This design comes from an exercise in tuning for small area, a short achievable clock period and few clock cycles on the open sky130 flow, not from production work.
In this exercise RTL edits were held to simulation tests only and were not proved equivalent to the original.
Power figures rest on the tool's default switching activity, not on a simulated workload.

// rvf_curve_builder
module rvf_curve_builder (
    input  wire        clk,
    input  wire        rst,
    input  wire        start,
    input  wire [6:0]  bw,           
    input  wire [6:0]  bh,           
    output wire        idle,
    output reg         wr_valid,
    output reg  [11:0] wr_addr,      
    output reg  [11:0] wr_data,      
    output reg         done
);
Settings: LEC_CHECK=0, ABC_AREA=1, CAP_MARGIN=20, CORE_MARGIN=2, CORE_UTILIZATION=40, PLACE_DENSITY=0.6, SLEW_MARGIN=20; clock period 10.0 ns.
standard.sh (not shown) runs the stock make flow with config.mk's settings and CLKGATE_MAP_FILE= SYNTH_SCRIPT=/design/flow/synth_recipe.tcl, a recipe that flattens the netlist after the stock synthesis.
==> flow/flow/run.sh <==
#!/bin/bash
# The standard layout (standard.sh), with four changes to how it is made:
# - synthesis is synth_recipe.tcl's (synth -nofsm -noshare, flatten, rename)
#   except that its ABC call maps with flow/abc.script, a delay-targeted
#   mapping (1400 ps, three rounds) with area recovery, and Yosys does not extract full and
#   half adders before ABC; registers are mapped as before;
# - timing repair aims at a setup margin of 7.0 ns;
# - the port buffers are sky130_fd_sc_hd__buf_2 cells;
# - clock tree synthesis adds no dummy loads.
# make's full output goes to standard_flow.log, each tool's own log to
# orfs/logs/.
set -euo pipefail
here=$(pwd)
export MY_ABC_SCRIPT=$here/flow/abc.script
bash standard.sh SYNTH_SCRIPT=$here/flow/synth.tcl SETUP_SLACK_MARGIN=7.0 \
  'BUFFER_PORTS_ARGS=-buffer_cell sky130_fd_sc_hd__buf_2' \
  'CTS_ARGS=-sink_clustering_enable -repair_clock_nets -dont_use_dummy_load -buf_list sky130_fd_sc_hd__clkbuf_8' \
  finish > standard_flow.log 2>&1
==> flow/flow/abc.script <==
strash
dc2
dch
map -D 1400
strash
dc2
dch
map -D 1400
strash
dc2
dch
map -D 1400
topo
stime -c
buffer -c
upsize -c -D 1400
dnsize -c -D 1400
==> flow/flow/synth.tcl <==
proc synth {args} { yosys synth -nofsm -noshare {*}$args }
proc abc {args} {
  set i [lsearch -exact $args -script]
  if { $i >= 0 } {
    set args [lreplace $args $i [expr {$i + 1}] -script $::env(MY_ABC_SCRIPT)]
  }
  puts "abc wrapper: $args"
  yosys abc {*}$args
}
proc extract_fa {args} { puts "extract_fa skipped" }
source $::env(SCRIPTS_DIR)/synth.tcl
# left out here: clear keep_hierarchy, flatten, clean up, hide names made inside functions, write 1_2_yosys.v
The starting point ran to the end with no violations.
Testbench counts at the start, summed over its fixed seeds: cycles 157,109.
Edit:
--- a/flow/flow/run.sh
+++ b/flow/flow/run.sh
@@ -5 +5 @@
-#   mapping (1400 ps, three rounds) with area recovery, and Yosys does not extract full and
+#   mapping (1200 ps) with area recovery, and Yosys does not extract full and
==> flow/flow/abc.script (replaced) <==
strash
dch
map -D 1200
topo
stime -c
buffer -c
upsize -c -D 1200
dnsize -c -D 1200
Sequential share of layout area shrinks by 2.6 points; via count grows by 16%; synthesized area grows by 9.0%; clock power stays flat; global-route usage grows by 1.7 points; hold slack gains 22 ps; setup slack gains 61 ps; final cell count grows by 12%.
Edit:
--- a/flow/flow/run.sh
+++ b/flow/flow/run.sh
@@ -5 +5 @@
-#   mapping (1200 ps) with area recovery, and Yosys does not extract full and
+#   mapping (1600 ps, two rounds) with area recovery, and Yosys does not extract full and
==> flow/flow/abc.script (replaced) <==
strash
dc2
dch
map -D 1600
strash
dc2
dch
map -D 1600
topo
stime -c
buffer -c
upsize -c -D 1600
dnsize -c -D 1600
Outcome: Routed wire length is lower by about a fifth. Maximum frequency is lower slightly. Worst hold slack gains 18 ps. Critical path depth is unchanged. Area after synthesis is lower by a little under a tenth.
Edit:
==> flow/flow/run.sh (replaced) <==
#!/bin/bash
# The standard layout (standard.sh), with three changes to how it is made:
# timing repair aims at a setup margin of 6.9 ns, the port buffers are
# sky130_fd_sc_hd__buf_2 cells, and clock tree synthesis adds no dummy loads.
# make's full output goes to standard_flow.log, each tool's own log to
# orfs/logs/.
set -euo pipefail
bash standard.sh SETUP_SLACK_MARGIN=6.9 \
  'BUFFER_PORTS_ARGS=-buffer_cell sky130_fd_sc_hd__buf_2' \
  'CTS_ARGS=-sink_clustering_enable -repair_clock_nets -dont_use_dummy_load ' \
  finish > standard_flow.log 2>&1
removed: flow/flow/abc.script
removed: flow/flow/synth.tcl
Total power went up by 38%; worst setup slack got worse by 32 ps; worst hold slack got worse by 21 ps; non-clock buffer count came out lower by 7; via count climbs by 18%; final cell count is higher by 18%.
Edit:
==> flow/flow/run.sh (replaced) <==
#!/bin/bash
# The standard layout (standard.sh), with four changes to how it is made:
# - synthesis is synth_recipe.tcl's (synth -nofsm -noshare, flatten, rename)
#   except that its ABC call maps with flow/abc.script, a delay-targeted
#   mapping (1400 ps, two rounds) with area recovery, and Yosys does not extract full and
#   half adders before ABC; registers are mapped as before;
# - timing repair aims at a setup margin of 7.1 ns;
# - the port buffers are sky130_fd_sc_hd__buf_2 cells;
# - clock tree synthesis adds no dummy loads.
# make's full output goes to standard_flow.log, each tool's own log to
# orfs/logs/.
set -euo pipefail
here=$(pwd)
export MY_ABC_SCRIPT=$here/flow/abc.script
bash standard.sh SYNTH_SCRIPT=$here/flow/synth.tcl SETUP_SLACK_MARGIN=7.1 \
  'BUFFER_PORTS_ARGS=-buffer_cell sky130_fd_sc_hd__buf_2' \
  'CTS_ARGS=-sink_clustering_enable -repair_clock_nets -dont_use_dummy_load -buf_list sky130_fd_sc_hd__clkbuf_8' \
  finish > standard_flow.log 2>&1
==> flow/flow/abc.script (new file) <==
strash
dc2
dch
map -D 1400
strash
dc2
dch
map -D 1400
topo
stime -c
buffer -c
upsize -c -D 1400
dnsize -c -D 1400
==> flow/flow/synth.tcl (new file) <==
proc synth {args} { yosys synth -nofsm -noshare {*}$args }
proc abc {args} {
  set i [lsearch -exact $args -script]
  if { $i >= 0 } {
    set args [lreplace $args $i [expr {$i + 1}] -script $::env(MY_ABC_SCRIPT)]
  }
  puts "abc wrapper: $args"
  yosys abc {*}$args
}
proc extract_fa {args} { puts "extract_fa skipped" }
source $::env(SCRIPTS_DIR)/synth.tcl
# left out here: clear keep_hierarchy, flatten, clean up, hide names made inside functions, write 1_2_yosys.v
After rerunning:
- design area shrinks by 10%
- register-to-register slack improves by 230 ps
- first-iteration DRC count fell by 23%
- total power decreases by 26%
- wire length fell by 13%
- die area shrinks by 12%
Edit:
--- a/flow/flow/run.sh
+++ b/flow/flow/run.sh
@@ -5,3 +5,2 @@
-#   mapping (1400 ps, two rounds) with area recovery, and Yosys does not extract full and
-#   half adders before ABC; registers are mapped as before;
-# - timing repair aims at a setup margin of 7.1 ns;
+#   mapping (1100 ps) with area recovery; registers are mapped as before;
+# - timing repair aims at a setup margin of 7.05 ns;
@@ -15 +14 @@
-bash standard.sh SYNTH_SCRIPT=$here/flow/synth.tcl SETUP_SLACK_MARGIN=7.1 \
+bash standard.sh SYNTH_SCRIPT=$here/flow/synth.tcl SETUP_SLACK_MARGIN=7.05 \
@@ -17 +16 @@
-  'CTS_ARGS=-sink_clustering_enable -repair_clock_nets -dont_use_dummy_load -buf_list sky130_fd_sc_hd__clkbuf_8' \
+  'CTS_ARGS=-sink_clustering_enable -repair_clock_nets -dont_use_dummy_load ' \
==> flow/flow/abc.script (replaced) <==
strash
dch
map -D 1100
topo
stime -c
buffer -c
upsize -c -D 1100
dnsize -c -D 1100
--- a/flow/flow/synth.tcl
+++ b/flow/flow/synth.tcl
@@ -10 +9,0 @@
-proc extract_fa {args} { puts "extract_fa skipped" }
The new run ran to the end with no violations.
Count of clock-buffer cells in the layout does not change.
Via count increases by 6.3%.
Die area rose by 9.3%.
Final cell count grows by about 2.3%.
Combinational power climbs by about 40%.
Core utilization went down by 0.16 points.
Sequential power went up by 7.5%.
Design area went up by about 9%.

re-timing with driven ports:
The results above use ideal ports. As a check the final layouts listed here were re-extracted and re-timed, cells and wires unchanged. Step 1 assumes that a clkbuf_16 drives the clock port and a buf_2 every other input. Step 2, shift: input delay + t, output delay - t, t = (earliest + latest rising clock arrival at the registers) / 2. This alone moves slack from input paths to output paths. Three values: ideal ports, drivers, drivers and shift; two values: the first two.
| run | shift t [ns] | setup slack, ns | worst register clock-pin slew, ns | worst slew at a driven data input, ns | pins driven straight from the clock port |
|---|---|---|---|---|---|
| the first run | 0.415 | 7.031 / 6.996 / 6.901 | 0.10 / 0.10 | 0.03 | 1 |
| the second run | 0.422 | 7.092 / 7.053 / 6.817 | 0.11 / 0.11 | 0.03 | 1 |
| the third run | 0.415 | 7.051 / 7.011 / 6.708 | 0.11 / 0.11 | 0.03 | 1 |
| the fourth run | 0.389 | 7.019 / 6.977 / 6.864 | 0.08 / 0.08 | 0.03 | 1 |
| the fifth run | 0.413 | 7.131 / 7.095 / 6.893 | 0.11 / 0.11 | 0.03 | 1 |
| the sixth run | 0.396 | 7.099 / 7.056 / 6.825 | 0.08 / 0.08 | 0.04 | 1 |
After both steps every run listed still meets setup and hold. The setup slack of the third run, which loses most, moves by -0.040 ns with the drivers and by -0.343 ns with both steps.
